What follows belongs to an exercise in optimizing a design on an open flow for small area, a short achievable clock period and few clock cycles; a production flow would make more cautious choices. Function was checked by simulation only, so behaviour that the tests miss may differ from the original. Power and IR drop assume default switching activity.

### flow/config.mk
export PLATFORM = sky130hd
export DESIGN_NAME = bp_unpack
export DESIGN_NICKNAME = bp_unpack
export VERILOG_FILES = /design/flow/design.v
export SDC_FILE = /design/flow/constraint.sdc
export NUM_CORES = 4
export LEC_CHECK = 0
export CAP_MARGIN = 20
export CORE_MARGIN = 2
export CORE_UTILIZATION = 50
export CTS_BUF_LIST = sky130_fd_sc_hd__clkbuf_8
export CTS_CLUSTER_SIZE = 20
export SETUP_SLACK_MARGIN = 3.6
export SLEW_MARGIN = 20
### flow/constraint.sdc
create_clock -name core_clock -period 7.0 [get_ports {clk}]
set_input_delay 1.4000 -clock core_clock [delete_from_list [all_inputs] [get_ports {clk}]]
set_output_delay 1.4000 -clock core_clock [all_outputs]
set_load 0.01 [all_outputs]
### flow/design.v
module bp_unpack (
    input  wire         clk,
    input  wire         rst,
    input  wire         blk_valid,
    output wire         blk_ready,
    input  wire [5:0]   blk_width,
    input  wire         blk_first,
    input  wire         in_valid,
    output wire         in_ready,
    input  wire [127:0] in_data,
    output reg          out_valid,
    input  wire         out_ready,
    output reg  [127:0] out_data
);
    reg        pv;         
    reg [5:0]  pw;
    reg        pf;
    reg        busy;       
    reg [5:0]  width;      
    reg        wz;         
    reg [4:0]  grp;        
    reg [4:0]  s;          
    reg        strad;      
    reg        cons;       
    reg        zf;         
    reg        rv;         
    reg [127:0] R;         
    reg         dv;        
    reg         dz;        
    reg [127:0] D;         
    wire adv  = !out_valid || out_ready;
    wire step = busy && adv && (wz || (rv && (!strad || in_valid)));
    wire last = step && (grp == 5'd31);
    wire take = pv && (!busy || last);
    assign blk_ready = !pv;
    assign in_ready  = !rv || (busy && adv && cons);
    wire [4:0] s_nx = s + width[4:0];
    wire [6:0] t_nx = {2'b0, s_nx} + {1'b0, width};
    wire [31:0] mask;
    genvar k;
    generate
        for (k = 0; k < 32; k = k + 1) begin : mk
            assign mask[k] = (width > k);
        end
    endgenerate
    wire [127:0] fld;
    wire [127:0] value;
    genvar j;
    generate
        for (j = 0; j < 4; j = j + 1) begin : lane
            wire [62:0] win = {in_data[32*j +: 31], R[32*j +: 32]};
            reg  [38:0] l1;
            reg  [32:0] l2;
            reg  [31:0] l3;
            integer i;
            always @* begin
                for (i = 0; i < 39; i = i + 1)
                    case (s[4:3])
                        2'd0: l1[i] = win[i];
                        2'd1: l1[i] = win[i + 8];
                        2'd2: l1[i] = win[i + 16];
                        default: l1[i] = win[i + 24];
                    endcase
                for (i = 0; i < 33; i = i + 1)
                    case (s[2:1])
                        2'd0: l2[i] = l1[i];
                        2'd1: l2[i] = l1[i + 2];
                        2'd2: l2[i] = l1[i + 4];
                        default: l2[i] = l1[i + 6];
                    endcase
                for (i = 0; i < 32; i = i + 1)
                    l3[i] = s[0] ? l2[i + 1] : l2[i];
            end
            assign fld[32*j +: 32] = l3 & mask;
            wire [31:0] off = out_data[32*j +: 32];
            assign value[32*j +: 32] = dz ? D[32*j +: 32] : D[32*j +: 32] + off;
        end
    endgenerate
    always @(posedge clk) begin
        if (in_valid && in_ready)
            R <= in_data;
    end
    always @(posedge clk) begin
        if (rst) begin
            busy      <= 1'b0;
            width     <= 6'd0;
            wz        <= 1'b1;
            grp       <= 5'd0;
            s         <= 5'd0;
            strad     <= 1'b0;
            cons      <= 1'b0;
            zf        <= 1'b0;
            rv        <= 1'b0;
            pv        <= 1'b0;
            dv        <= 1'b0;
            out_valid <= 1'b0;
        end else begin
            if (in_valid && in_ready)
                rv <= 1'b1;
            else if (step && cons)
                rv <= 1'b0;
            if (blk_valid && blk_ready) begin
                pv <= 1'b1;
                pw <= blk_width;
                pf <= blk_first;
            end else if (take) begin
                pv <= 1'b0;
            end
            if (take) begin
                busy  <= 1'b1;
                width <= pw;
                wz    <= (pw == 6'd0);
                grp   <= 5'd0;
                s     <= 5'd0;
                strad <= 1'b0;
                cons  <= (pw == 6'd32);
                zf    <= pf;
            end else if (step) begin
                grp   <= grp + 5'd1;
                s     <= s_nx;
                strad <= (t_nx > 7'd32);
                cons  <= (t_nx >= 7'd32) && !wz;
                zf    <= 1'b0;
                if (last)
                    busy <= 1'b0;
            end
            if (adv) begin
                dv        <= step;
                out_valid <= dv;
            end
        end
    end
    always @(posedge clk) begin
        if (step) begin
            D  <= fld;
            dz <= zf;
        end
        if (adv && dv)
            out_data <= value;
    end
endmodule
### flow/flow/run.sh
#!/bin/bash
# Standard layout, with the port buffers made as buf_1 cells instead of the
# delay-buffer cell buffer_ports picks by default.
export BUFFER_PORTS_ARGS="-buffer_cell sky130_fd_sc_hd__buf_1"
bash standard.sh > standard.log 2>&1
### flow/standard.sh
#!/bin/bash
# synth_recipe.tcl (not shown) runs the flow's synth.tcl, then flattens the netlist and writes it again
# the make line also repeats each setting of config.mk as NAME=value (left out here)
make -C /OpenROAD-flow-scripts/flow DESIGN_CONFIG=/design/flow/config.mk WORK_HOME=/design/flow/orfs CLKGATE_MAP_FILE= SYNTH_SCRIPT=/design/flow/synth_recipe.tcl "${@:-finish}"
==> Implementation_results.wiki, run 1 <==
{| class="wikitable"
! Metric !! Value
|-
| Status || timing/DRC/antenna clean
|-
| Fraction of the yosys area taken by sequential cells || 0.416
|-
| Global-route usage over all layers || 0.273
|-
| Area Overhead vs Synth || 10.8%
|-
| Relative slew slack || 0.313
|-
| Slew at the pin closest to its max-slew limit || 1030 ps
|-
| Final hold violation count || 0
|-
| Clock network latency to the later pin of the worst-skew pair || 690 ps
|-
| Average wire per cell in the routed design || 20.7 um
|-
| Kind of start point of the critical path || input port
|-
| Fmax || 297 MHz
|-
| Filler cells || 5124
|-
| Clock Path Buffers || 3
|-
| Die height || 247 um
|-
| Area of the die || 60900 sq um
|-
| Power Density || 222 nW/um^2
|-
| Clock Pin Slew Worst Setup and Hold Paths || 60 ps
|-
| Max VDD drop || 0.173 mV
|-
| RSZ-0062 raised after global routing || true
|-
| Sw frac || 0.334
|-
| Pin count of the biggest net entering global routing || 242
|-
| Main synth FF type || sky130_fd_sc_hd__edfxtp_1
|-
| Largest fanout on the critical path || 6
|-
| Cell class contributing the biggest share of worst-path delay || simple AND/OR/NAND/NOR gates
|-
| Data required, critical path || 5600 ps
|-
| Highest cell delay on the worst timing path || 170 ps
|-
| Synth cell types || 69
|-
| Via density || 5.86
|-
| I/O pins || 271
|-
| Portion of total power attributed to the clock network || 0.318
|-
| Net switching power || 2420 uW
|-
| Synthesized area divided by synthesized cell count || 9.56 sq um
|-
| Standard cell with the maximum stage delay on the critical path || sky130_fd_sc_hd__nand2b_4
|-
| Critical-path cell list || buf_1, nand2b_4, nand3_1, nand2_2, buf_2
|-
| Type of destination of the critical path || primary output
|-
| Placement-stage worst setup slack || 3000 ps
|-
| Number of remaining DRC errors || 0
|-
| Total count of max-transition violations in the final report || 0
|-
| Min cycle time layout || 3370 ps
|-
| Core area || 58000 sq um
|-
| Syn Std Cell Area || 29500 sq um
|-
| CTS tree || yes
|-
| Async set-or-reset flop fraction in the synthesized netlist || 0
|-
| Reg power frac || 0.427
|-
| Commonest cells after routing, fill and taps aside || sky130_fd_sc_hd__nor2_1 (582), sky130_fd_sc_hd__nand2_1 (513), sky130_fd_sc_hd__edfxtp_1 (392)
|-
| Setup Viol. Count Final || 0
|-
| Routability-driven placement congestion ratio || 0.942
|-
| Path type of the worst min-delay path || flip-flop to flip-flop
|-
| Internal power summed over all cells || 4830 uW
|-
| Number of enable flip-flop cells after synthesis || 392
|-
| Port Buf Inserts || 270
|-
| Post-route ant nets || 0
|-
| Number of iterations in the first detailed-routing pass || 8
|-
| Number of nets at the end of the flow || 3567
|-
| CTS Sinks || 417
|-
| Share of final-layout standard cells stronger than drive strength 1 || 0.0935
|-
| Synth Net Count || 3363
|-
| Number of buffers and inverters on the critical path || 2
|-
| Hpwl dp || 64.1 mm
|-
| Lkg Pwr || 0.0122 uW
|-
| Row cnt || 88
|-
| Flip-flop and latch count after synthesis || 417
|-
| Depth of the CTS H-tree || 3
|-
| Starting DRC count in detailed routing || 2128
|-
| Antenna violations before repair || 2
|-
| Type of the worst setup path || input port to primary output
|-
| Post-layout worst setup margin || 3630 ps
|-
| Number of global-route vias before repair || 21767
|-
| Data arrival time of the worst path || 1970 ps
|-
| TritonCTS buffer count || 78
|-
| Final Skew || 25.2 ps
|-
| Detailed Route WL || 85.3 mm
|-
| Overflow left after global routing || 0
|-
| Most common library cell in the layout ignoring fill and taps || sky130_fd_sc_hd__nor2_1
|-
| Root Buffer Master || sky130_fd_sc_hd__clkbuf_8
|-
| Synth warn || 1
|-
| Final critical-path share of the clock period || 0.481
|-
| Starting density of the core || 0.508
|-
| Share of power burned in combinational logic || 0.254
|-
| First-pass GRT wire length || 127 mm
|-
| Die span in x || 247 um
|-
| Overall via count from detail_route || 24111
|-
| Max Cap Viol || 0
|-
| Setup TNS after final layout || 0 ps
|-
| Post-synthesis instance total || 3082
|}
[metal layers]
layer,track usage,wire length (um),part of all wire
met1,0.431,41800,0.49
met2,0.388,35800,0.42
met3,0.0430,6090,0.071
met4,0.0640,1570,0.018
met5,0,7,0.000082
[power by group through the flow]
stage	clock network (uW)	logic, uW	registers [uW]
5_1_grt	2450	2040	3110
3_5_place_dp	0	1790	3150
2_1_floorplan	0	1320	3070
3_3_place_gp	0	1760	3140
4_1_cts	2360	1800	3100
6_report	2300	1840	3100
[metrics by stage]
| step | utilization | cells | total power, uW | hold WS [ps] | instance area [sq um] |
|---|---|---|---|---|---|
| finish | 0.563 | 4115 | 7240 | 465 | 32700 |
| floorplan | - | 3082 | 4390 | 408 | 29500 |
| global placement | 0.534 | 3965 | 4900 | 449 | 31000 |
| detailed placement | 0.534 | 3965 | 4940 | 458 | 31000 |
| global route | 0.563 | 4115 | 7600 | 485 | 32700 |
| CTS | 0.560 | 4109 | 7260 | 466 | 32500 |
[synthesized netlist by cell type, types with 36 or more instances]
master                     instances  area share
sky130_fd_sc_hd__ha_1            135       0.057
sky130_fd_sc_hd__mux4_2          112       0.086
sky130_fd_sc_hd__o21ai_0         204       0.035
sky130_fd_sc_hd__xor2_1           61       0.018
sky130_fd_sc_hd__edfxtp_1        392        0.40
sky130_fd_sc_hd__buf_1            36      0.0046
sky130_fd_sc_hd__inv_1            42      0.0053
sky130_fd_sc_hd__a21oi_1         174       0.030
sky130_fd_sc_hd__mux2i_1         200       0.068
sky130_fd_sc_hd__nand2_1         514       0.065
sky130_fd_sc_hd__nor2_1          582       0.074
sky130_fd_sc_hd__xnor2_1          61       0.018
sky130_fd_sc_hd__a21o_1           70       0.018
sky130_fd_sc_hd__clkbuf_1        116       0.015
[worst reg2reg max path: cells and delay by family (launching register included)]
kind / cells / cell delay [ps]
AO/OA/AOI/OAI: 7 / 1690
adder cells (fa/ha/maj): 1 / 410
AND/OR/NAND/NOR: 1 / 180
flip-flops: 1 / 520
XOR/XNOR: 1 / 170
[logic make-up (layout without fill, tap and decap cells)]
logic type,after synthesis,after routing,share of synthesized area
mux,339,339,0.164
buf+inv,213,480,0.0279
compound gates,603,603,0.123
xor+xnor,122,122,0.0363
fa+ha+maj,141,141,0.0614
other cells,0,1,0
simple gates,1247,1247,0.171
flops,417,417,0.416
[registers in the layout, indices dropped and copies added, names as in the netlist]
signal,flops
D,128
R,128
busy,1
cons,1
dv,1
dz,1
grp,5
out_data,128
out_valid,1
pf,1
pv,1
pw,6
rv,1
s,5
strad,1
width,6
wz,1
zf,1
[timing repair]
item,in CTS,in global routing
gates cloned,0,1
buffers inserted,1,4
hold buffers,0,0
resized for setup,5,20
setup endpoints to repair,125,100
[path summary, 6_finish.rpt]
kind | to | cells after the start | slack [ps] | startpoint
setup / recovery | in_ready | 5 | 3630 | out_ready
hold / removal | grp[4]$_SDFFE_PP0P_ | 2 | 460 | grp[4]$_SDFFE_PP0P_
setup reg to reg | out_data[85]$_DFFE_PP_ | 10 | 3720 | D[66]$_DFFE_PP_
hold reg to reg | grp[4]$_SDFFE_PP0P_ | 2 | 460 | grp[4]$_SDFFE_PP0P_
[layout make-up]
cell class              instances  area, sq um  share of cell area
repair buffers                295         1280              0.0393
flip-flops and latches        417        12300               0.376
clock inverters                62          362              0.0111
diodes                          1         2.50           0.0000766
clock buffers                  81         1110              0.0341
multi-input cells            2452        16500               0.505
well taps                     765          957              0.0293
inverters                      42          163             0.00498
Testbench counts, summed over its fixed seeds: cycles 16,416.
==> inputs of run 2 (changes only) <==
--- a/flow/config.mk
+++ b/flow/config.mk
@@ -9,6 +9,5 @@
 export CORE_MARGIN = 2
 export CORE_UTILIZATION = 50
 export CTS_BUF_LIST = sky130_fd_sc_hd__clkbuf_8
-export CTS_CLUSTER_SIZE = 20
 export SETUP_SLACK_MARGIN = 3.6
 export SLEW_MARGIN = 20
==> run 2 against run 1 <==
First-iteration DRC count is the same; critical endpoint unchanged; register-to-register slack is essentially flat; cell count is the same; synthesized area is the same; maximum frequency is the same; critical path depth is the same; flip-flop and latch count is the same; still clean on timing, DRC and antenna; highest routed layer unchanged.
==> Implementation_results.wiki, run 2 <==
{| class="wikitable"
! Metric !! Value
|-
| Synthesized area divided by synthesized cell count || 9.56 sq um (unchanged)
|-
| Number of iterations in the first detailed-routing pass || 8 (unchanged)
|-
| Critical-path cell list || buf_1, nand2b_4, nand3_1, nand2_2, buf_2
|-
| Routability-driven placement congestion ratio || 0.942 (unchanged)
|-
| Type of the worst setup path || input port to primary output
|-
| Syn Std Cell Area || 29500 sq um (unchanged)
|-
| Max VDD drop || 0.173 mV (unchanged)
|-
| Lkg Pwr || 0.0122 uW (unchanged)
|-
| Clock Pin Slew Worst Setup and Hold Paths || 60 ps (about the same)
|-
| Type of destination of the critical path || primary output
|-
| Root Buffer Master || sky130_fd_sc_hd__clkbuf_8
|-
| Leading post-synthesis cells by cell area || sky130_fd_sc_hd__edfxtp_1 (40%), sky130_fd_sc_hd__mux4_2 (8.6%), sky130_fd_sc_hd__nor2_1 (7.4%)
|-
| End of the worst register-to-register path || out_data[85]$_DFFE_PP_
|-
| First-pass GRT wire length || 127 mm (unchanged)
|-
| Fmax || 297 MHz (unchanged)
|-
| Number of enable flip-flop cells after synthesis || 392 (unchanged)
|-
| Fraction of the yosys area taken by sequential cells || 0.416 (unchanged)
|-
| Kind of start point of the critical path || input port
|-
| Area of the die || 60900 sq um (unchanged)
|-
| Data required, critical path || 5600 ps (about the same)
|-
| Flip-flop and latch count after synthesis || 417 (unchanged)
|-
| Status || timing/DRC/antenna clean
|-
| Number of global-route vias before repair || 21767 (unchanged)
|-
| Port Buf Inserts || 270 (unchanged)
|-
| Max Cap Viol || 0 (unchanged)
|-
| Synth warn || 1 (unchanged)
|-
| Total count of max-transition violations in the final report || 0 (unchanged)
|-
| Number of remaining DRC errors || 0 (unchanged)
|-
| Data arrival time of the worst path || 1970 ps (about the same)
|-
| Async set-or-reset flop fraction in the synthesized netlist || 0 (unchanged)
|-
| Global-route usage over all layers || 0.273 (unchanged)
|-
| Share of final-layout standard cells stronger than drive strength 1 || 0.0935 (unchanged)
|-
| Largest regs || D: 128 flops, R: 128 flops, out_data: 128 flops
|-
| Number of nets at the end of the flow || 3567 (unchanged)
|-
| I/O pins || 271 (unchanged)
|-
| Post-layout worst setup margin || 3630 ps (unchanged)
|-
| Cell class contributing the biggest share of worst-path delay || simple AND/OR/NAND/NOR gates
|-
| Largest area contributor in the netlist || sky130_fd_sc_hd__edfxtp_1
|-
| Largest fanout on the critical path || 6 (unchanged)
|-
| Average wire per cell in the routed design || 20.7 um (unchanged)
|-
| Starting DRC count in detailed routing || 2128 (unchanged)
|-
| Area share of the largest cell type after synthesis || 0.399 (unchanged)
|-
| Most frequently used cell type in the post-synthesis netlist || sky130_fd_sc_hd__nor2_1
|-
| Power Density || 222 nW/um^2 (unchanged)
|-
| Standard cell with the maximum stage delay on the critical path || sky130_fd_sc_hd__nand2b_4
|-
| Number of buffers and inverters on the critical path || 2 (unchanged)
|-
| Row cnt || 88 (unchanged)
|-
| Worst-case reg-to-reg path depth || 10 (unchanged)
|-
| Origin of the worst setup path || out_ready
|-
| Synth Net Count || 3363 (unchanged)
|-
| CTS Sinks || 417 (unchanged)
|-
| Ranking of synthesized cells by instance count || sky130_fd_sc_hd__nor2_1 (582), sky130_fd_sc_hd__nand2_1 (514), sky130_fd_sc_hd__edfxtp_1 (392)
|-
| Hpwl dp || 64.1 mm (unchanged)
|-
| Overflow left after global routing || 0 (unchanged)
|-
| Antenna violations before repair || 2 (unchanged)
|-
| CTS Hold Buffers Added || 0 (unchanged)
|-
| Main synth FF type || sky130_fd_sc_hd__edfxtp_1
|-
| Highest cell delay on the worst timing path || 170 ps (about the same)
|-
| Placement-stage worst setup slack || 3000 ps (unchanged)
|-
| Starting density of the core || 0.508 (unchanged)
|-
| Setup TNS after final layout || 0 ps (unchanged)
|-
| Detailed Route WL || 85.3 mm (unchanged)
|-
| TritonCTS buffer count || 78 (unchanged)
|-
| Commonest cells after routing, fill and taps aside || sky130_fd_sc_hd__nor2_1 (582), sky130_fd_sc_hd__nand2_1 (513), sky130_fd_sc_hd__edfxtp_1 (392)
|-
| Final critical-path share of the clock period || 0.481 (unchanged)
|-
| Path type of the worst min-delay path || flip-flop to flip-flop
|-
| Slew at the pin closest to its max-slew limit || 1030 ps (unchanged)
|-
| Post-route ant nets || 0 (unchanged)
|-
| Total Power || 7240 uW (unchanged)
|-
| Relative slew slack || 0.313 (unchanged)
|-
| Post-synthesis instance total || 3082 (unchanged)
|-
| Overall via count from detail_route || 24111 (unchanged)
|-
| CTS tree || yes
|-
| Core utilization of the finished layout || 0.563 (unchanged)
|-
| Final Skew || 25.2 ps (unchanged)
|-
| Pin count of the biggest net entering global routing || 242 (unchanged)
|-
| Clock network latency to the later pin of the worst-skew pair || 690 ps (about the same)
|-
| Worst setup slack for register-to-register paths || 3720 ps (about the same)
|-
| Die span in x || 247 um (unchanged)
|-
| Crit. path cell count || 5 (unchanged)
|-
| Via density || 5.86 (unchanged)
|-
| Core area || 58000 sq um (unchanged)
|-
| Critical path capture point || in_ready
|-
| Depth of the CTS H-tree || 3 (unchanged)
|-
| Worst r2r src || D[66]$_DFFE_PP_
|-
| Final hold violation count || 0 (unchanged)
|-
| Setup Viol. Count Final || 0 (unchanged)
|-
| Synth cell types || 69 (unchanged)
|-
| Min cycle time layout || 3370 ps (unchanged)
|-
| Die height || 247 um (unchanged)
|-
| Most common library cell in the layout ignoring fill and taps || sky130_fd_sc_hd__nor2_1
|-
| RSZ-0062 raised after global routing || true
|-
| Clock Path Buffers || 3 (unchanged)
|-
| Area Overhead vs Synth || 10.8% (unchanged)
|}
run 2: cell counts after synthesis:
Identical to the previous run, type by type.
run 2: how the worst min path moves through the flow:
stage                           to                 from  cells after the start  slack (ps)
3_5_place_dp   grp[4]$_SDFFE_PP0P_  grp[4]$_SDFFE_PP0P_                      2         460
4_1_cts        grp[4]$_SDFFE_PP0P_  grp[4]$_SDFFE_PP0P_                      2         470
2_1_floorplan         dz$_DFFE_PP_      zf$_SDFFE_PP0P_                      0         410
5_1_grt         strad$_SDFFE_PP0P_   strad$_SDFFE_PP0P_                      2         480
3_3_place_gp   grp[4]$_SDFFE_PP0P_  grp[4]$_SDFFE_PP0P_                      2         450
6_report       grp[4]$_SDFFE_PP0P_  grp[4]$_SDFFE_PP0P_                      2         460
run 2: timing repair:
item,in CTS,in global routing
setup endpoints to repair,125,100
setup buffers,1,4
gates cloned,0,1
gates resized for setup,5,20
run 2: power breakdown:
group	internal (uW)	total, uW	switching (uW)
sequential	2950	3100	148
clock	1190	2300	1110
combinational	684	1840	1160
total	4830	7240	2420
run 2: final cells by class:
type | instances | area [sq um]
fillers | 5124 | 25400
multi-input cells | 2452 | 16500
flip-flops and latches | 417 | 12300
repair buffers | 295 | 1280
clock buffers | 81 | 1110
well taps | 765 | 957
clock inverters | 62 | 362
inverters | 42 | 163
diodes | 1 | 2.50
run 2: per-stage QoR:
step | hold WS (ps) | instance area (sq um) | cells
6_report | 465 | 32700 | 4115
5_1_grt | 485 | 32700 | 4115
4_1_cts | 466 | 32500 | 4109
3_5_place_dp | 458 | 31000 | 3965
3_3_place_gp | 449 | 31000 | 3965
2_1_floorplan | 408 | 29500 | 3082
run 2: logic make-up (layout without fill, tap and decap cells):
family,Yosys count,in the layout,synth area share
AO/OA/AOI/OAI,603,603,0.123
XOR/XNOR,122,122,0.0363
adder cells (fa/ha/maj),141,141,0.0614
buffers and inverters,213,480,0.0279
flip-flops,417,417,0.416
multiplexers,339,339,0.164
other,0,1,0
AND/OR/NAND/NOR,1247,1247,0.171
run 2: metal layers:
layer  up-vias  part of all wire  track usage
met5         -          0.000082            0
met4         2             0.018       0.0640
met3       116             0.071       0.0430
met2       897              0.42        0.388
met1     11534              0.49        0.431
li1      11562                 -            -
run 2: worst register-to-register path, cell delays in order, from the launching register on:
cell                       delay (ps)
sky130_fd_sc_hd__edfxtp_1         520
sky130_fd_sc_hd__ha_1             410
sky130_fd_sc_hd__o21ai_0          170
sky130_fd_sc_hd__o211ai_1         280
sky130_fd_sc_hd__nand2_1          180
sky130_fd_sc_hd__o311ai_2         460
sky130_fd_sc_hd__a311oi_2         190
sky130_fd_sc_hd__o21ai_2          320
sky130_fd_sc_hd__a21boi_0         170
sky130_fd_sc_hd__xor2_1           170
sky130_fd_sc_hd__o21ai_0          100
==> inputs of run 3 (changes only) <==
--- a/flow/config.mk
+++ b/flow/config.mk
@@ -7,7 +7,7 @@
 export LEC_CHECK = 0
 export CAP_MARGIN = 20
 export CORE_MARGIN = 2
-export CORE_UTILIZATION = 50
+export CORE_UTILIZATION = 55
 export CTS_BUF_LIST = sky130_fd_sc_hd__clkbuf_8
-export SETUP_SLACK_MARGIN = 3.6
+export SETUP_SLACK_MARGIN = 3.8
 export SLEW_MARGIN = 20
==> run 3 against run 2 <==
Still clean; synthesized cell count did not move; register-to-register slack improved by 150 ps; total power rose by 0.25%; highest routed layer unchanged.
==> Implementation_results.wiki, run 3 <==
{| class="wikitable"
! Metric !! Value
|-
| Post-route ant nets || 0 (unchanged)
|-
| Synth warn || 1 (unchanged)
|-
| RSZ-0062 raised after global routing || true
|-
| CTS tree || yes
|-
| Fmax || 306 MHz (+2.9%)
|-
| Overflow left after global routing || 0 (unchanged)
|-
| Synth Net Count || 3363 (unchanged)
|-
| Status || timing/DRC/antenna clean
|-
| CTS Sinks || 417 (unchanged)
|-
| Max Cap Viol || 0 (unchanged)
|-
| Detailed Route WL || 84.9 mm (-0.40%)
|-
| Area share of the largest cell type after synthesis || 0.399 (unchanged)
|-
| Number of global-route vias before repair || 21823 (+0.26%)
|-
| Setup TNS after final layout || 0 ps (unchanged)
|-
| Largest fanout on the critical path || 2 (-4)
|-
| Routability-driven placement congestion ratio || 0.931 (-1.2%)
|-
| Total count of max-transition violations in the final report || 0 (unchanged)
|-
| Port Buf Inserts || 270 (unchanged)
|-
| Core area || 52800 sq um (-9.1%)
|-
| Synth cell types || 69 (unchanged)
|-
| Min cycle time layout || 3270 ps (-94.7 ps)
|-
| Ranking of synthesized cells by instance count || sky130_fd_sc_hd__nor2_1 (582), sky130_fd_sc_hd__nand2_1 (514), sky130_fd_sc_hd__edfxtp_1 (392)
|-
| Synthesized area divided by synthesized cell count || 9.56 sq um (unchanged)
|-
| Relative slew slack || 0.287 (-0.0264)
|-
| Pin count of the biggest net entering global routing || 191 (-21%)
|-
| Number of buffers and inverters on the critical path || 2 (unchanged)
|-
| Data arrival time of the worst path || 1870 ps (-100 ps)
|-
| Antenna violations before repair || 2 (unchanged)
|-
| I/O pins || 271 (unchanged)
|-
| Area of the die || 55400 sq um (-8.9%)
|-
| Die span in x || 235 um (-4.6%)
|-
| Overall via count from detail_route || 24154 (+0.18%)
|-
| Row cnt || 84 (-4.5%)
|-
| Final critical-path share of the clock period || 0.467 (-0.0135)
|-
| Clock network latency to the later pin of the worst-skew pair || 660 ps (-30 ps)
|-
| Standard cell with the maximum stage delay on the critical path || sky130_fd_sc_hd__nand2b_4
|-
| Largest regs || D: 128 flops, R: 128 flops, out_data: 128 flops
|-
| Depth of the CTS H-tree || 3 (unchanged)
|-
| Number of nets at the end of the flow || 3576 (+0.25%)
|-
| Total Power || 7260 uW (+0.25%)
|-
| Flip-flop and latch count after synthesis || 417 (unchanged)
|-
| Highest cell delay on the worst timing path || 140 ps (-30 ps)
|-
| Commonest cells after routing, fill and taps aside || sky130_fd_sc_hd__nor2_1 (582), sky130_fd_sc_hd__nand2_1 (513), sky130_fd_sc_hd__edfxtp_1 (392)
|-
| Average wire per cell in the routed design || 21.0 um (+1.5%)
|-
| Via density || 5.98 (+2.0%)
|-
| Post-synthesis instance total || 3082 (unchanged)
|-
| Power Density || 222 nW/um^2 (-0.12%)
|-
| Diode insertion count for antenna repair || 0 (-1)
|-
| Largest area contributor in the netlist || sky130_fd_sc_hd__edfxtp_1
|-
| Area Overhead vs Synth || 11.2%
|-
| Lkg Pwr || 0.0122 uW (+0.24%)
|-
| Main synth FF type || sky130_fd_sc_hd__edfxtp_1
|-
| Path type of the worst min-delay path || flip-flop to flip-flop
|-
| Most frequently used cell type in the post-synthesis netlist || sky130_fd_sc_hd__nor2_1
|-
| Setup Viol. Count Final || 0 (unchanged)
|-
| Starting density of the core || 0.559 (+0.0507)
|-
| Hpwl dp || 63.1 mm (-1.6%)
|-
| Type of destination of the critical path || primary output
|-
| Type of the worst setup path || input port to primary output
|-
| Share of final-layout standard cells stronger than drive strength 1 || 0.104 (+0.0110)
|-
| First-pass GRT wire length || 128 mm (+0.42%)
|-
| Most common library cell in the layout ignoring fill and taps || sky130_fd_sc_hd__nor2_1
|-
| Number of iterations in the first detailed-routing pass || 6 (-2)
|-
| TritonCTS buffer count || 75 (-3.8%)
|-
| Slew at the pin closest to its max-slew limit || 1070 ps (+37.3 ps)
|-
| Number of remaining DRC errors || 0 (unchanged)
|-
| Cell class contributing the biggest share of worst-path delay || simple AND/OR/NAND/NOR gates
|-
| Starting DRC count in detailed routing || 2534 (+19%)
|-
| Clock Pin Slew Worst Setup and Hold Paths || 60 ps (about the same)
|-
| Filler cells || 4456 (-13%)
|-
| Global-route usage over all layers || 0.296 (+0.0234)
|-
| Root Buffer Master || sky130_fd_sc_hd__clkbuf_8
|-
| Start point of the worst hold path || strad$_SDFFE_PP0P_
|-
| Leading post-synthesis cells by cell area || sky130_fd_sc_hd__edfxtp_1 (40%), sky130_fd_sc_hd__mux4_2 (8.6%), sky130_fd_sc_hd__nor2_1 (7.4%)
|-
| Final hold violation count || 0 (unchanged)
|-
| Critical-path cell list || buf_1, nand2b_4, nand3_2, nand2_2, buf_6
|-
| Worst r2r src || D[65]$_DFFE_PP_
|-
| Clock Path Buffers || 3 (unchanged)
|-
| Number of enable flip-flop cells after synthesis || 392 (unchanged)
|-
| Fraction of the yosys area taken by sequential cells || 0.416 (unchanged)
|-
| Syn Std Cell Area || 29500 sq um (unchanged)
|-
| Data required, critical path || 5600 ps (about the same)
|-
| Max VDD drop || 0.152 mV (-12%)
|-
| CTS Hold Buffers Added || 0 (unchanged)
|-
| Die height || 235 um (-4.6%)
|-
| Async set-or-reset flop fraction in the synthesized netlist || 0 (unchanged)
|-
| Origin of the worst setup path || out_ready
|-
| Final Skew || 19.1 ps (-6.05 ps)
|-
| Kind of start point of the critical path || input port
|}
==> run 3: cell counts after synthesis <==
No cell type changed its count.
==> run 3: area by class of cell <==
cell class                 count  area (sq um)  share of cell area
inverter                      42           163             0.00496
multi-input combinational   2453         16600               0.507
tap                          688           861              0.0263
clock buffer                  78          1070              0.0327
timing repair buffer         306          1380              0.0421
clock inverter                56           383              0.0117
sequential                   417         12300               0.375
==> run 3: cells by family (layout without fill, tap and decap cells) <==
group | count (synthesis) | count (layout) | synth area share
AOI/OAI and AO/OA | 603 | 603 | 0.123
DFF | 417 | 417 | 0.416
adders and majority gates | 141 | 141 | 0.0614
buffers and inverters | 213 | 482 | 0.0279
xor gates and xnor gates | 122 | 122 | 0.0363
and+or+nand+nor | 1247 | 1248 | 0.171
muxes | 339 | 339 | 0.164
==> run 3: through the flow <==
step	utilization	cell area [sq um]	instances	hold slack, ps	setup slack, ps
floorplan	-	29500	3082	408	3810
global placement	0.585	30900	3886	449	3150
detailed placement	0.585	30900	3886	455	3110
CTS	0.615	32500	4027	465	3700
global route	0.621	32800	4040	476	3670
finish	0.621	32800	4040	463	3730
==> run 3: repair_timing <==
item | in CTS | in global routing
pin swaps | 1 | 6
gates resized for setup | 20 | 42
gates cloned | 0 | 2
buffers inserted | 7 | 11
setup endpoints to repair | 131 | 230
==> run 3: worst reg2reg max path, cell delays in order, from the launching register on <==
cell and delay, ps:
sky130_fd_sc_hd__edfxtp_1 520, sky130_fd_sc_hd__ha_1 390, sky130_fd_sc_hd__a211oi_2 290, sky130_fd_sc_hd__o211ai_1 160, sky130_fd_sc_hd__a311o_1 330, sky130_fd_sc_hd__a21o_1 230
sky130_fd_sc_hd__a311o_1 310, sky130_fd_sc_hd__a31oi_1 230, sky130_fd_sc_hd__xnor2_1 160, sky130_fd_sc_hd__nand2_1 90, sky130_fd_sc_hd__xnor2_1 160
==> run 3: final timing paths <==
check / cells after the start / slack (ps) / endpoint
min: 2 / 460 / strad$_SDFFE_PP0P_
max: 5 / 3730 / in_ready
min reg2reg: 2 / 460 / strad$_SDFFE_PP0P_
max reg2reg: 10 / 3870 / out_data[95]$_DFFE_PP_
==> run 3: routing by layer <==
| layer | global-route usage | vias to the layer above | part of all wire |
|---|---|---|---|
| li1 | - | 11578 | - |
| met1 | 0.469 | 11446 | 0.48 |
| met2 | 0.425 | 1009 | 0.42 |
| met3 | 0.0393 | 119 | 0.072 |
| met4 | 0.0774 | 2 | 0.020 |
| met5 | 0 | - | 0.00020 |
==> run 3: power by group <==
part | internal (uW) | total [uW] | switching, uW
clock | 1220 | 2300 | 1070
combinational | 700 | 1870 | 1170
sequential | 2950 | 3090 | 142
total | 4870 | 7260 | 2390
==> inputs of run 4 (changes only) <==
--- a/flow/config.mk
+++ b/flow/config.mk
@@ -9,5 +9,5 @@
 export CORE_MARGIN = 2
 export CORE_UTILIZATION = 55
 export CTS_BUF_LIST = sky130_fd_sc_hd__clkbuf_8
-export SETUP_SLACK_MARGIN = 3.8
+export SETUP_SLACK_MARGIN = 4.0
 export SLEW_MARGIN = 20
==> run 4 against run 3 <==
Maximum frequency shrank 0.48%; critical path type unchanged; highest routed layer is now met4; largest cell class unchanged; global-route usage grew 0.41 points; cell area grew 1.8%; cell count grew 0.62%; largest power group unchanged; combinational power grew 5%; register-to-register slack gained 30 ps.
==> Implementation_results.wiki, run 4 <==
{| class="wikitable"
! Metric !! Value
|-
| Overflow left after global routing || 0 (unchanged)
|-
| Via density || 6.01 (+0.59%)
|-
| Area of the die || 55400 sq um (unchanged)
|-
| Area Overhead vs Synth || 13.3%
|-
| CTS Sinks || 417 (unchanged)
|-
| First-pass GRT wire length || 129 mm (+1.2%)
|-
| Sw frac || 0.337 (+0.00778)
|-
| Status || timing/DRC/antenna clean
|-
| Core area || 52800 sq um (unchanged)
|-
| Detailed Route WL || 86.5 mm (+1.9%)
|-
| Most frequently used cell type in the post-synthesis netlist || sky130_fd_sc_hd__nor2_1
|-
| Synth Net Count || 3363 (unchanged)
|-
| Ranking of synthesized cells by instance count || sky130_fd_sc_hd__nor2_1 (582), sky130_fd_sc_hd__nand2_1 (514), sky130_fd_sc_hd__edfxtp_1 (392)
|-
| Reg power frac || 0.430 (+0.005)
|-
| Number of global-route vias before repair || 22319 (+2.3%)
|-
| Post-synthesis instance total || 3082 (unchanged)
|-
| Setup TNS after final layout || 0 ps (unchanged)
|-
| Type of destination of the critical path || primary output
|-
| Portion of total power attributed to the clock network || 0.297 (-0.019)
|-
| Synthesized area divided by synthesized cell count || 9.56 sq um (unchanged)
|-
| RSZ-0062 raised after global routing || true
|-
| Area share of the largest cell type after synthesis || 0.399 (unchanged)
|-
| Path type of the worst min-delay path || flip-flop to flip-flop
|-
| Largest regs || D: 128 flops, R: 128 flops, out_data: 128 flops
|-
| Synth cell types || 69 (unchanged)
|-
| Power Density || 216 nW/um^2 (-2.7%)
|-
| Leading post-synthesis cells by cell area || sky130_fd_sc_hd__edfxtp_1 (40%), sky130_fd_sc_hd__mux4_2 (8.6%), sky130_fd_sc_hd__nor2_1 (7.4%)
|-
| Largest fanout on the critical path || 3 (+1)
|-
| Fraction of the yosys area taken by sequential cells || 0.416 (unchanged)
|-
| Global-route usage over all layers || 0.300 (+0.00411)
|-
| Final critical-path share of the clock period || 0.469 (+0.00225)
|-
| Slew at the pin closest to its max-slew limit || 944 ps (-123 ps)
|-
| Net switching power || 2430 uW (+1.5%)
|-
| TritonCTS buffer count || 76 (+1.3%)
|-
| Final hold violation count || 0 (unchanged)
|-
| Share of power burned in combinational logic || 0.273 (+0.015)
|-
| Setup Viol. Count Final || 0 (unchanged)
|-
| Data required, critical path || 5600 ps (about the same)
|-
| Pin count of the biggest net entering global routing || 179 (-6.3%)
|-
| Depth of the CTS H-tree || 3 (unchanged)
|-
| Clock network latency to the later pin of the worst-skew pair || 680 ps (+20 ps)
|-
| Internal power summed over all cells || 4770 uW (-2.0%)
|-
| Final Skew || 38.8 ps (+19.7 ps)
|-
| Clock Pin Slew Worst Setup and Hold Paths || 60 ps (about the same)
|-
| Share of final-layout standard cells stronger than drive strength 1 || 0.126 (+0.0221)
|-
| Fmax || 304 MHz (-0.48%)
|-
| Total count of max-transition violations in the final report || 0 (unchanged)
|-
| Relative slew slack || 0.370 (+0.0835)
|-
| Number of remaining DRC errors || 0 (unchanged)
|-
| Root Buffer Master || sky130_fd_sc_hd__clkbuf_8
|-
| Max Cap Viol || 0 (unchanged)
|-
| Antenna violations before repair || 1 (-1)
|-
| Min cycle time layout || 3290 ps (+15.8 ps)
|-
| I/O pins || 271 (unchanged)
|-
| Starting density of the core || 0.559 (unchanged)
|-
| Most common library cell in the layout ignoring fill and taps || sky130_fd_sc_hd__nor2_1
|-
| Routability-driven placement congestion ratio || 0.937 (+0.59%)
|-
| Kind of start point of the critical path || input port
|-
| Core utilization of the finished layout || 0.633 (+0.0113)
|-
| Largest area contributor in the netlist || sky130_fd_sc_hd__edfxtp_1
|-
| Die span in x || 235 um (unchanged)
|-
| Syn Std Cell Area || 29500 sq um (unchanged)
|-
| Number of enable flip-flop cells after synthesis || 392 (unchanged)
|-
| Number of iterations in the first detailed-routing pass || 7 (+1)
|-
| Hpwl dp || 63.3 mm (+0.37%)
|-
| Type of the worst setup path || input port to primary output
|-
| Clock Path Buffers || 3 (unchanged)
|-
| CTS tree || yes
|-
| Number of nets at the end of the flow || 3600 (+0.67%)
|-
| Data arrival time of the worst path || 1890 ps (+20 ps)
|-
| Average wire per cell in the routed design || 21.3 um (+1.2%)
|-
| Max VDD drop || 0.137 mV (-10%)
|-
| Die height || 235 um (unchanged)
|-
| Synth warn || 1 (unchanged)
|-
| Commonest cells after routing, fill and taps aside || sky130_fd_sc_hd__nor2_1 (582), sky130_fd_sc_hd__nand2_1 (512), sky130_fd_sc_hd__edfxtp_1 (392)
|-
| Port Buf Inserts || 270 (unchanged)
|-
| Main synth FF type || sky130_fd_sc_hd__edfxtp_1
|-
| Flip-flop and latch count after synthesis || 417 (unchanged)
|-
| Async set-or-reset flop fraction in the synthesized netlist || 0 (unchanged)
|-
| Lkg Pwr || 0.0124 uW (+1.3%)
|-
| Row cnt || 84 (unchanged)
|-
| Overall via count from detail_route || 24448 (+1.2%)
|-
| Starting DRC count in detailed routing || 2616 (+3.2%)
|-
| Post-route ant nets || 0 (unchanged)
|}
[run 4: layout make-up]
cell class              count  area [sq um]
diodes                      1          2.50
clock buffers              78          1070
clock inverters            57           294
fillers                  4387         19400
flip-flops and latches    417         12300
multi-input cells        2453         17100
inverters                  42           163
well taps                 688           861
repair buffers            329          1600
[run 4: repair_timing]
action,in CTS,in global routing
pin swaps,24,56
setup buffers,22,20
cloned,1,1
hold buffers,0,0
setup endpoints to repair,371,261
resized for setup,65,102
[run 4: path summary, 6_finish.rpt]
| check | from | endpoint | slack (ps) | cells past startpoint |
|---|---|---|---|---|
| setup / recovery | out_ready | in_ready | 3710 | 5 |
| hold / removal | grp[4]$_SDFFE_PP0P_ | grp[4]$_SDFFE_PP0P_ | 460 | 2 |
| setup reg to reg | D[100]$_DFFE_PP_ | out_data[127]$_DFFE_PP_ | 3900 | 11 |
| hold reg to reg | grp[4]$_SDFFE_PP0P_ | grp[4]$_SDFFE_PP0P_ | 460 | 2 |
[run 4: worst max-delay path, cell delays in order]
cell and delay, ps:
sky130_fd_sc_hd__buf_1 80, sky130_fd_sc_hd__nand2b_4 150, sky130_fd_sc_hd__nand3_2 70, sky130_fd_sc_hd__nand2_2 70
sky130_fd_sc_hd__buf_6 130
[run 4: per-layer routing]
layer	GRT usage	wire, um	vias to the layer above
met2	0.433	36500	1049
met3	0.0584	7070	149
met4	0.0822	2130	0
met1	0.460	40800	11628
met5	0	0	-
li1	-	-	11622
[run 4: kinds of logic after synthesis]
| family | count (synthesis) | share of synthesized area |
|---|---|---|
| buffers and inverters | 213 | 0.0279 |
| xor gates and xnor gates | 122 | 0.0363 |
| muxes | 339 | 0.164 |
| adders and majority gates | 141 | 0.0614 |
| and+or+nand+nor | 1247 | 0.171 |
| AOI/OAI and AO/OA | 603 | 0.123 |
| DFF | 417 | 0.416 |
[run 4: power groups by stage]
stage | logic, uW | registers (uW) | clock network, uW
after floorplan | 1320 | 3070 | 0
after global placement | 1760 | 3140 | 0
after detailed placement | 1790 | 3140 | 0
after CTS | 1860 | 3090 | 2190
after global routing | 2160 | 3110 | 2290
final | 1970 | 3100 | 2130
[run 4: through the flow]
stage	std cells	worst slack (ps)	instance area, sq um	total power, uW	hold slack, ps
after CTS	4043	3720	32800	7140	467
after floorplan	3082	3920	29500	4400	408
after global placement	3885	3230	30900	4900	447
final	4065	3710	33400	7200	460
after global routing	4064	3690	33400	7560	490
after detailed placement	3885	3180	30900	4940	459
==> inputs of run 5 (changes only) <==
--- a/flow/config.mk
+++ b/flow/config.mk
@@ -7,7 +7,7 @@
 export LEC_CHECK = 0
 export CAP_MARGIN = 20
 export CORE_MARGIN = 2
-export CORE_UTILIZATION = 55
+export CORE_UTILIZATION = 60
 export CTS_BUF_LIST = sky130_fd_sc_hd__clkbuf_8
-export SETUP_SLACK_MARGIN = 4.0
+export SETUP_SLACK_MARGIN = 3.9
 export SLEW_MARGIN = 20
==> run 5 against run 4 <==
Cell count fell by 0.96%; synthesized cell count did not move; global-route usage rose by 2.6 points; setup slack improved by 10 ps; non-clock buffer count fell by 6; first-iteration DRC count rose by 7.5%; sequential share of layout area rose by 0.37 points; cell area fell by 1.0%; highest routed layer unchanged; combinational power fell by 2%; still clean on timing, DRC and antenna; worst hold slack improved by 18 ps.
==> Implementation_results.wiki, run 5 <==
{| class="wikitable"
! Metric !! Value
|-
| Synth cell types || 69 (unchanged)
|-
| Path type of the worst min-delay path || flip-flop to flip-flop
|-
| Root Buffer Master || sky130_fd_sc_hd__clkbuf_8
|-
| Max Cap Viol || 0 (unchanged)
|-
| Starting density of the core || 0.605 (+0.0460)
|-
| Synth warn || 1 (unchanged)
|-
| Total count of max-transition violations in the final report || 0 (unchanged)
|-
| Main synth FF type || sky130_fd_sc_hd__edfxtp_1
|-
| Worst setup slack for register-to-register paths || 3920 ps (+20 ps)
|-
| RSZ-0062 raised after global routing || true
|-
| Hpwl dp || 62.2 mm (-1.7%)
|-
| Via density || 6.10 (+1.5%)
|-
| Number of iterations in the first detailed-routing pass || 6 (-1)
|-
| Critical-path cell list || buf_1, nand2b_4, nand3_2, nand2_2, buf_6
|-
| Area of the die || 50900 sq um (-8.2%)
|-
| CTS Sinks || 417 (unchanged)
|-
| Data required, critical path || 5600 ps (about the same)
|-
| Sw frac || 0.332 (-0.00490)
|-
| Pin count of the biggest net entering global routing || 186 (+3.9%)
|-
| Final hold violation count || 0 (unchanged)
|-
| Overall via count from detail_route || 24572 (+0.51%)
|-
| Core area || 48700 sq um (-7.6%)
|-
| I/O pins || 271 (unchanged)
|-
| Min cycle time layout || 3280 ps (-10.2 ps)
|-
| Kind of start point of the critical path || input port
|-
| Ranking of synthesized cells by instance count || sky130_fd_sc_hd__nor2_1 (582), sky130_fd_sc_hd__nand2_1 (514), sky130_fd_sc_hd__edfxtp_1 (392)
|-
| Total Power || 7170 uW (-0.41%)
|-
| Synth Net Count || 3363 (unchanged)
|-
| Most frequently used cell type in the post-synthesis netlist || sky130_fd_sc_hd__nor2_1
|-
| Lkg Pwr || 0.0123 uW (-0.67%)
|-
| Starting DRC count in detailed routing || 2813 (+7.5%)
|-
| Relative slew slack || 0.242 (-0.128)
|-
| Async set-or-reset flop fraction in the synthesized netlist || 0 (unchanged)
|-
| Post-synthesis instance total || 3082 (unchanged)
|-
| Die span in x || 226 um (-4.2%)
|-
| Share of final-layout standard cells stronger than drive strength 1 || 0.112 (-0.0143)
|-
| Clock network latency to the later pin of the worst-skew pair || 670 ps (about the same)
|-
| Area Overhead vs Synth || 12.1%
|-
| Slew at the pin closest to its max-slew limit || 1130 ps (+190 ps)
|-
| Setup Viol. Count Final || 0 (unchanged)
|-
| Routability-driven placement congestion ratio || 0.958 (+2.2%)
|-
| Number of enable flip-flop cells after synthesis || 392 (unchanged)
|-
| Type of destination of the critical path || primary output
|-
| Final critical-path share of the clock period || 0.468 (-0.00146)
|-
| Internal power summed over all cells || 4790 uW (+0.32%)
|-
| Placed Cells || 3864 (-0.54%)
|-
| Standard cell with the maximum stage delay on the critical path || sky130_fd_sc_hd__nand2b_4
|-
| Detailed Route WL || 84.9 mm (-1.9%)
|-
| Flip-flop and latch count after synthesis || 417 (unchanged)
|-
| Post-Layout Cell Count || 4026 (-0.96%)
|-
| CTS Hold Buffers Added || 0 (unchanged)
|-
| Area share of the largest cell type after synthesis || 0.399 (unchanged)
|-
| Depth of the CTS H-tree || 3 (unchanged)
|-
| Data arrival time of the worst path || 1880 ps (about the same)
|-
| Row cnt || 81 (-3.6%)
|-
| Fraction of the yosys area taken by sequential cells || 0.416 (unchanged)
|-
| Overflow left after global routing || 0 (unchanged)
|-
| Portion of total power attributed to the clock network || 0.299 (+0.002)
|-
| Max VDD drop || 0.189 mV (+38%)
|-
| Final Skew || 23.6 ps (-15.2 ps)
|-
| Largest area contributor in the netlist || sky130_fd_sc_hd__edfxtp_1
|-
| Clock Pin Slew Worst Setup and Hold Paths || 60 ps (about the same)
|-
| First-pass GRT wire length || 127 mm (-1.7%)
|-
| Clock Path Buffers || 3 (unchanged)
|-
| Number of global-route vias before repair || 22315 (-0.018%)
|-
| Cell class contributing the biggest share of worst-path delay || simple AND/OR/NAND/NOR gates
|-
| Port Buf Inserts || 270 (unchanged)
|-
| Post-layout worst setup margin || 3720 ps (+10.2 ps)
|-
| Commonest cells after routing, fill and taps aside || sky130_fd_sc_hd__nor2_1 (582), sky130_fd_sc_hd__nand2_1 (512), sky130_fd_sc_hd__edfxtp_1 (392)
|-
| Synthesized area divided by synthesized cell count || 9.56 sq um (unchanged)
|-
| Number of remaining DRC errors || 0 (unchanged)
|-
| CTS tree || yes
|-
| Core utilization of the finished layout || 0.678 (+0.0452)
|-
| Share of power burned in combinational logic || 0.270 (-0.003)
|-
| Average wire per cell in the routed design || 21.1 um (-0.91%)
|-
| TritonCTS buffer count || 72 (-5.3%)
|-
| Number of buffers and inverters on the critical path || 2 (unchanged)
|-
| Syn Std Cell Area || 29500 sq um (unchanged)
|-
| Reg power frac || 0.431 (about the same)
|-
| Area of combinational cells with multiple inputs || 16800 sq um (-1.5%)
|-
| Fmax || 305 MHz (+0.31%)
|-
| Power Density || 217 nW/um^2 (+0.60%)
|-
| Antenna violations before repair || 0 (-1)
|-
| Highest cell delay on the worst timing path || 130 ps (-20 ps)
|-
| Most common library cell in the layout ignoring fill and taps || sky130_fd_sc_hd__nor2_1
|-
| Die height || 226 um (-4.2%)
|-
| Type of the worst setup path || input port to primary output
|-
| Number of nets at the end of the flow || 3589 (-0.31%)
|-
| Largest fanout on the critical path || 3 (unchanged)
|-
| Post-route ant nets || 0 (unchanged)
|-
| Status || timing/DRC/antenna clean
|-
| Setup TNS after final layout || 0 ps (unchanged)
|-
| Placement-stage worst setup slack || 3050 ps (-127 ps)
|-
| Area used by sequential logic in the layout || 12300 sq um (about the same)
|-
| Global-route usage over all layers || 0.326 (+0.0259)
|-
| Largest regs || D: 128 flops, R: 128 flops, out_data: 128 flops
|-
| Leading post-synthesis cells by cell area || sky130_fd_sc_hd__edfxtp_1 (40%), sky130_fd_sc_hd__mux4_2 (8.6%), sky130_fd_sc_hd__nor2_1 (7.4%)
|-
| Net switching power || 2380 uW (-1.9%)
|-
| Filler cells || 3893 (-11%)
|}
[run 5: power by group through the flow]
stage / registers (uW) / logic (uW) / clock network (uW)
3_5_place_dp: 3150 / 1780 / 0
3_3_place_gp: 3140 / 1740 / 0
2_1_floorplan: 3070 / 1320 / 0
6_report: 3090 / 1930 / 2140
4_1_cts: 3090 / 1820 / 2180
5_1_grt: 3100 / 2120 / 2280
[run 5: cell type report]
| cell class | instances | area share |
|---|---|---|
| Antenna cell | 1 | 0.0000757 |
| Inverter | 42 | 0.00542 |
| Clock inverter | 51 | 0.00875 |
| Tap cell | 664 | 0.0251 |
| Timing Repair Buffer | 323 | 0.0476 |
| Clock buffer | 76 | 0.0317 |
| Sequential cell | 417 | 0.372 |
| Multi-Input combinational cell | 2452 | 0.509 |
[run 5: kinds of logic (layout without fill, tap and decap cells)]
group	after synthesis	count (layout)	share of synthesized area
XOR/XNOR	122	122	0.0363
AND/OR/NAND/NOR	1247	1247	0.171
multiplexers	339	339	0.164
buffers and inverters	213	492	0.0279
adder cells (fa/ha/maj)	141	141	0.0614
AO/OA/AOI/OAI	603	603	0.123
flip-flops	417	417	0.416
other	0	1	0
[run 5: per-layer routing]
layer	share of wire	vias up	track usage
met3	0.088	147	0.0506
li1	-	11595	-
met2	0.43	1180	0.475
met4	0.025	0	0.0976
met5	0	-	0
met1	0.46	11650	0.502
[run 5: worst paths after layout]
path / start / to / depth (start not counted)
setup / recovery: out_ready / in_ready / 5
hold / removal: grp[4]$_SDFFE_PP0P_ / grp[4]$_SDFFE_PP0P_ / 2
setup reg to reg: out_data[32]$_DFFE_PP_ / out_data[56]$_DFFE_PP_ / 12
hold reg to reg: grp[4]$_SDFFE_PP0P_ / grp[4]$_SDFFE_PP0P_ / 2
[run 5: tightest hold or removal path, delay by kind of cell, from the launching register on]
family | cells | cell delay (ps)
AND/OR/NAND/NOR | 1 | 60
flip-flops | 1 | 320
AO/OA/AOI/OAI | 1 | 60
[run 5: metrics by stage]
step,instance area (sq um),hold slack (ps)
4_1_cts,32400,475
2_1_floorplan,29500,408
5_1_grt,33000,499
3_5_place_dp,30900,467
6_report,33000,479
3_3_place_gp,30900,449
[run 5: what timing repair did]
action / in CTS / in global routing
resized for setup: 30 / 74
gates cloned: 1 / 0
buffers inserted: 9 / 24
pin swaps: 5 / 27
endpoints found under the setup margin: 159 / 215
==> inputs of run 6 (changes only) <==
--- a/flow/design.v
+++ b/flow/design.v
@@ -20,10 +20,12 @@
     reg        wz;         
     reg [4:0]  grp;        
     reg [4:0]  s;          
+    reg [5:0]  e;          
     reg        strad;      
     reg        cons;       
     reg        zf;         
     reg        rv;         
+    reg        irx, iry;   
     reg [127:0] R;         
     reg         dv;        
     reg         dz;        
@@ -33,9 +35,12 @@
     wire last = step && (grp == 5'd31);
     wire take = pv && (!busy || last);
     assign blk_ready = !pv;
-    assign in_ready  = !rv || (busy && adv && cons);
-    wire [4:0] s_nx = s + width[4:0];
-    wire [6:0] t_nx = {2'b0, s_nx} + {1'b0, width};
+    assign in_ready  = iry || (irx && out_ready);
+    wire rv_n   = (in_valid && in_ready) || (rv && !(step && cons));
+    wire busy_n = take || (busy && !last);
+    wire cons_n = take ? (pw == 6'd32) : (step ? e_nx[5] : cons);
+    wire ov_n   = adv ? dv : out_valid;
+    wire [5:0] e_nx = {1'b0, e[4:0]} + width;
     wire [31:0] mask;
     genvar k;
     generate
@@ -87,18 +92,20 @@
             wz        <= 1'b1;
             grp       <= 5'd0;
             s         <= 5'd0;
+            e         <= 6'd0;
             strad     <= 1'b0;
             cons      <= 1'b0;
             zf        <= 1'b0;
             rv        <= 1'b0;
+            irx       <= 1'b0;
+            iry       <= 1'b1;
             pv        <= 1'b0;
             dv        <= 1'b0;
             out_valid <= 1'b0;
         end else begin
-            if (in_valid && in_ready)
-                rv <= 1'b1;
-            else if (step && cons)
-                rv <= 1'b0;
+            rv  <= rv_n;
+            irx <= busy_n && cons_n;
+            iry <= !rv_n || (busy_n && cons_n && !ov_n);
             if (blk_valid && blk_ready) begin
                 pv <= 1'b1;
                 pw <= blk_width;
@@ -112,14 +119,16 @@
                 wz    <= (pw == 6'd0);
                 grp   <= 5'd0;
                 s     <= 5'd0;
+                e     <= pw;
                 strad <= 1'b0;
                 cons  <= (pw == 6'd32);
                 zf    <= pf;
             end else if (step) begin
                 grp   <= grp + 5'd1;
-                s     <= s_nx;
-                strad <= (t_nx > 7'd32);
-                cons  <= (t_nx >= 7'd32) && !wz;
+                s     <= e[4:0];
+                e     <= e_nx;
+                strad <= e_nx[5] && (e_nx[4:0] != 5'd0);
+                cons  <= e_nx[5];
                 zf    <= 1'b0;
                 if (last)
                     busy <= 1'b0;
@@ -131,7 +140,7 @@
         end
     end
     always @(posedge clk) begin
-        if (step) begin
+        if (adv) begin
             D  <= fld;
             dz <= zf;
         end
--- a/flow/config.mk
+++ b/flow/config.mk
@@ -7,7 +7,7 @@
 export LEC_CHECK = 0
 export CAP_MARGIN = 20
 export CORE_MARGIN = 2
-export CORE_UTILIZATION = 60
+export CORE_UTILIZATION = 55
 export CTS_BUF_LIST = sky130_fd_sc_hd__clkbuf_8
-export SETUP_SLACK_MARGIN = 3.9
+export SETUP_SLACK_MARGIN = 3.6
 export SLEW_MARGIN = 20
==> run 6 against run 5 <==
Still clean; synthesized area rose by 1.6%; sequential share of layout area rose by 0.45 points; first-iteration DRC count fell by 9.2%; die area rose by 11%; clock power rose by 11%; setup slack got worse by 12 ps; critical path depth rose by 5; critical path type is now flip-flop to flip-flop.
==> Implementation_results.wiki, run 6 <==
{| class="wikitable"
! Metric !! Value
|-
| Fmax || 304 MHz (-0.35%)
|-
| Overall via count from detail_route || 23800 (-3.1%)
|-
| Overflow left after global routing || 0 (unchanged)
|-
| Via density || 6.08 (-0.40%)
|-
| Origin of the worst setup path || D[43]$_DFFE_PN_
|-
| Row cnt || 85 (+4.9%)
|-
| Starting density of the core || 0.556 (-0.0483)
|-
| Area share of the largest cell type after synthesis || 0.393 (-0.00616)
|-
| Share of final-layout standard cells stronger than drive strength 1 || 0.125 (+0.0124)
|-
| CTS Hold Buffers Added || 0 (unchanged)
|-
| Status || timing/DRC/antenna clean
|-
| Commonest cells after routing, fill and taps aside || sky130_fd_sc_hd__nand2_1 (516), sky130_fd_sc_hd__edfxtp_1 (392), sky130_fd_sc_hd__buf_1 (270)
|-
| Die height || 237 um (+5.2%)
|-
| Routability-driven placement congestion ratio || 0.977 (+2.0%)
|-
| Worst-case reg-to-reg path depth || 10 (-2)
|-
| Standard cell with the maximum stage delay on the critical path || sky130_fd_sc_hd__edfxtp_1
|-
| Most frequently used cell type in the post-synthesis netlist || sky130_fd_sc_hd__nand2_1
|-
| Most common library cell in the layout ignoring fill and taps || sky130_fd_sc_hd__nand2_1
|-
| End of the worst register-to-register path || out_data[59]$_DFFE_PP_
|-
| CTS Sinks || 424 (+1.7%)
|-
| Largest fanout on the critical path || 6 (+3)
|-
| Max Cap Viol || 0 (unchanged)
|-
| Number of buffers and inverters on the critical path || 0 (-2)
|-
| Final Skew || 30.1 ps (+6.50 ps)
|-
| Worst r2r src || D[43]$_DFFE_PN_
|-
| Core utilization of the finished layout || 0.613 (-0.0646)
|-
| Critical path's most frequent cell || sky130_fd_sc_hd__o21ai_0
|-
| Area of the die || 56300 sq um (+11%)
|-
| Root Buffer Master || sky130_fd_sc_hd__clkbuf_8
|-
| Number of remaining DRC errors || 0 (unchanged)
|-
| Fraction of the yosys area taken by sequential cells || 0.415 (-0.00174)
|-
| Hpwl dp || 63.8 mm (+2.5%)
|-
| Data arrival time of the worst path || 3680 ps (+1800 ps)
|-
| Critical path capture point || out_data[59]$_DFFE_PP_
|-
| Number of iterations in the first detailed-routing pass || 5 (-1)
|-
| RSZ-0062 raised after global routing || false
|-
| Lkg Pwr || 0.0123 uW (+0.45%)
|-
| Clock Pin Slew Worst Setup and Hold Paths || 70 ps (about the same)
|-
| Type of destination of the critical path || flip-flop
|-
| Synth cell types || 78 (+13%)
|-
| Post-route ant nets || 0 (unchanged)
|-
| Async set-or-reset flop fraction in the synthesized netlist || 0 (unchanged)
|-
| Setup TNS after final layout || 0 ps (unchanged)
|-
| Final hold violation count || 0 (unchanged)
|-
| Highest cell delay on the worst timing path || 510 ps (+380 ps)
|-
| Critical-path cell list || ha_2, a21o_1, a31oi_1, o21ai_1, a221o_1, o211a_1, o41ai_4, o21ai_0, xnor2_1, o21ai_0
|-
| Starting DRC count in detailed routing || 2555 (-9.2%)
|-
| Global-route usage over all layers || 0.299 (-0.0273)
|-
| Area Overhead vs Synth || 10.2%
|-
| Final critical-path share of the clock period || 0.470 (+0.00165)
|-
| Ranking of synthesized cells by instance count || sky130_fd_sc_hd__nand2_1 (517), sky130_fd_sc_hd__edfxtp_1 (392), sky130_fd_sc_hd__mux2i_1 (268)
|-
| Slew at the pin closest to its max-slew limit || 1110 ps (-22.0 ps)
|-
| Synth Net Count || 3226 (-4.1%)
|-
| Relative slew slack || 0.254 (+0.0123)
|-
| Average wire per cell in the routed design || 21.9 um (+3.7%)
|-
| Core area || 53800 sq um (+10%)
|-
| Syn Std Cell Area || 29900 sq um (+1.6%)
|-
| Number of global-route vias before repair || 22200 (-0.52%)
|-
| Leading post-synthesis cells by cell area || sky130_fd_sc_hd__edfxtp_1 (39%), sky130_fd_sc_hd__mux2i_1 (9.0%), sky130_fd_sc_hd__nand2_1 (6.5%)
|-
| Largest regs || D: 128 flops, R: 128 flops, out_data: 128 flops
|-
| Total count of max-transition violations in the final report || 0 (unchanged)
|-
| Synthesized area divided by synthesized cell count || 10.1 sq um (+6.1%)
|-
| Clock network latency to the later pin of the worst-skew pair || 690 ps (+20 ps)
|-
| First-pass GRT wire length || 130 mm (+2.2%)
|-
| Die span in x || 237 um (+5.2%)
|-
| Setup Viol. Count Final || 0 (unchanged)
|-
| Number of nets at the end of the flow || 3431 (-4.4%)
|-
| Flip-flop and latch count after synthesis || 424 (+1.7%)
|-
| Min cycle time layout || 3290 ps (+11.6 ps)
|-
| Clock Path Buffers || 3 (unchanged)
|-
| Type of the worst setup path || flip-flop to flip-flop
|-
| Path type of the worst min-delay path || flip-flop to flip-flop
|-
| Post-synthesis instance total || 2950 (-4.3%)
|-
| Data required, critical path || 7390 ps (+1790 ps)
|-
| Power Density || 215 nW/um^2 (-0.87%)
|-
| Cell class contributing the biggest share of worst-path delay || compound AO/OA/AOI/OAI gates
|-
| TritonCTS buffer count || 80 (+11%)
|-
| Antenna violations before repair || 3 (+3)
|-
| Synth warn || 1 (unchanged)
|-
| Crit. path cell count || 10 (+5)
|-
| Number of enable flip-flop cells after synthesis || 392 (unchanged)
|-
| Worst setup slack for register-to-register paths || 3710 ps (-210 ps)
|-
| Depth of the CTS H-tree || 3 (unchanged)
|-
| Detailed Route WL || 85.6 mm (+0.81%)
|-
| Kind of start point of the critical path || flip-flop
|-
| CTS tree || yes
|-
| Max VDD drop || 0.155 mV (-18%)
|-
| Main synth FF type || sky130_fd_sc_hd__edfxtp_1
|-
| Pin count of the biggest net entering global routing || 185 (-0.54%)
|-
| Largest area contributor in the netlist || sky130_fd_sc_hd__edfxtp_1
|-
| Port Buf Inserts || 270 (unchanged)
|-
| I/O pins || 271 (unchanged)
|}
-- run 6: cell types whose count changed after synthesis, moves of 16 or more --
cell and delta:
sky130_fd_sc_hd__mux2_2 +125, sky130_fd_sc_hd__xor2_1 -16, sky130_fd_sc_hd__mux2i_1 +68, sky130_fd_sc_hd__nor2_1 -320
sky130_fd_sc_hd__mux4_2 -32, sky130_fd_sc_hd__clkbuf_1 -22
-- run 6: per-stage QoR --
step / total power, uW / hold WS, ps / setup WS [ps] / instance area (sq um) / instances
2_1_floorplan: 4260 / 408 / 1950 / 30000 / 2950
3_3_place_gp: 4690 / 452 / 2900 / 31400 / 3766
3_5_place_dp: 4720 / 442 / 2770 / 31400 / 3766
4_1_cts: 7120 / 454 / 3610 / 32900 / 3911
5_1_grt: 7430 / 471 / 3600 / 33000 / 3915
6_report: 7100 / 457 / 3710 / 33000 / 3915
-- run 6: worst min path at each step --
| stage | startpoint | to | depth (start not counted) |
|---|---|---|---|
| final | zf$_SDFFE_PP0P_ | dz$_DFFE_PN_ | 0 |
| after detailed placement | zf$_SDFFE_PP0P_ | dz$_DFFE_PN_ | 0 |
| after CTS | zf$_SDFFE_PP0P_ | dz$_DFFE_PN_ | 0 |
| after global routing | zf$_SDFFE_PP0P_ | dz$_DFFE_PN_ | 0 |
| after floorplan | zf$_SDFFE_PP0P_ | dz$_DFFE_PN_ | 0 |
| after global placement | wz$_SDFFE_PP1P_ | wz$_SDFFE_PP1P_ | 1 |
-- run 6: kinds of logic after synthesis --
group,synth area share
simple gates,0.134
compound gates,0.129
mux,0.207
flops,0.415
buf+inv,0.0270
fa+ha+maj,0.0581
xor+xnor,0.0304
-- run 6: layout make-up --
type,count,area [sq um]
timing repair buffer,286,1210
fill,4578,20800
antenna,1,2.50
tap,696,871
sequential,424,12400
multi-input combinational,2322,16800
clock buffer,81,1110
timing repair inverter,1,5.00
clock inverter,64,414
inverter,40,156
-- run 6: repair_timing --
action | in CTS | in global routing
setup endpoints to repair | 3 | 36
gates cloned | 0 | 2
resized for setup | 1 | 14
pin swaps | 0 | 1
buffers inserted | 0 | 1
-- run 6: metal layers --
metal	routed length, um	track usage	vias up
met5	12	0	-
met4	2860	0.104	2
met3	6560	0.0480	149
met2	34800	0.411	969
met1	41400	0.473	11320
li1	-	-	11360
-- run 6: report_power, final --
group          internal (uW)  leakage [uW]  total (uW)  switching, uW
Sequential              3020       0.00427        3170            155
Combinational            619       0.00719        1550            930
Clock                   1240      0.000872        2380           1130
-- run 6: worst register-to-register path, stage by stage, from the launching register on --
cell	delay, ps
sky130_fd_sc_hd__edfxtp_1	510
sky130_fd_sc_hd__ha_2	380
sky130_fd_sc_hd__a21o_1	220
sky130_fd_sc_hd__a31oi_1	200
sky130_fd_sc_hd__o21ai_1	130
sky130_fd_sc_hd__a221o_1	370
sky130_fd_sc_hd__o211a_1	290
sky130_fd_sc_hd__o41ai_4	410
sky130_fd_sc_hd__o21ai_0	190
sky130_fd_sc_hd__xnor2_1	210
sky130_fd_sc_hd__o21ai_0	100
Testbench counts of run 6, summed over its fixed seeds: cycles 16,416.

static timing again, ports no longer ideal:
In the flow no input, the clock included, has a driving cell. The finished layouts below were timed again as built, in two steps.
Step 1, drivers: a clkbuf_16 drives clk and a buf_2 each remaining input, both assumed.
Step 2 times the ports against the registers' clock, not the clock port: input delays grow and output delays shrink by t, the midpoint of the rising clock arrivals with the driver on.
a / b / c = ideal / step 1 / step 2; a / b = the first two.
| run | t, ns | setup slack, ns | hold slack, ns |
|---|---|---|---|
| run 1 | 0.739 | 3.635 / 3.611 / 3.056 | 0.465 / 0.465 / 0.465 |
| run 2 | 0.739 | 3.635 / 3.611 / 3.056 | 0.465 / 0.465 / 0.465 |
| run 3 | 0.710 | 3.729 / 3.709 / 3.212 | 0.463 / 0.463 / 0.463 |
| run 4 | 0.718 | 3.714 / 3.691 / 3.373 | 0.460 / 0.460 / 0.460 |
| run 5 | 0.718 | 3.724 / 3.703 / 3.305 | 0.479 / 0.479 / 0.479 |
| run 6 | 0.738 | 3.712 / 3.702 / 3.273 | 0.457 / 0.457 / 0.457 |
After both steps setup and hold are still met in every run listed.
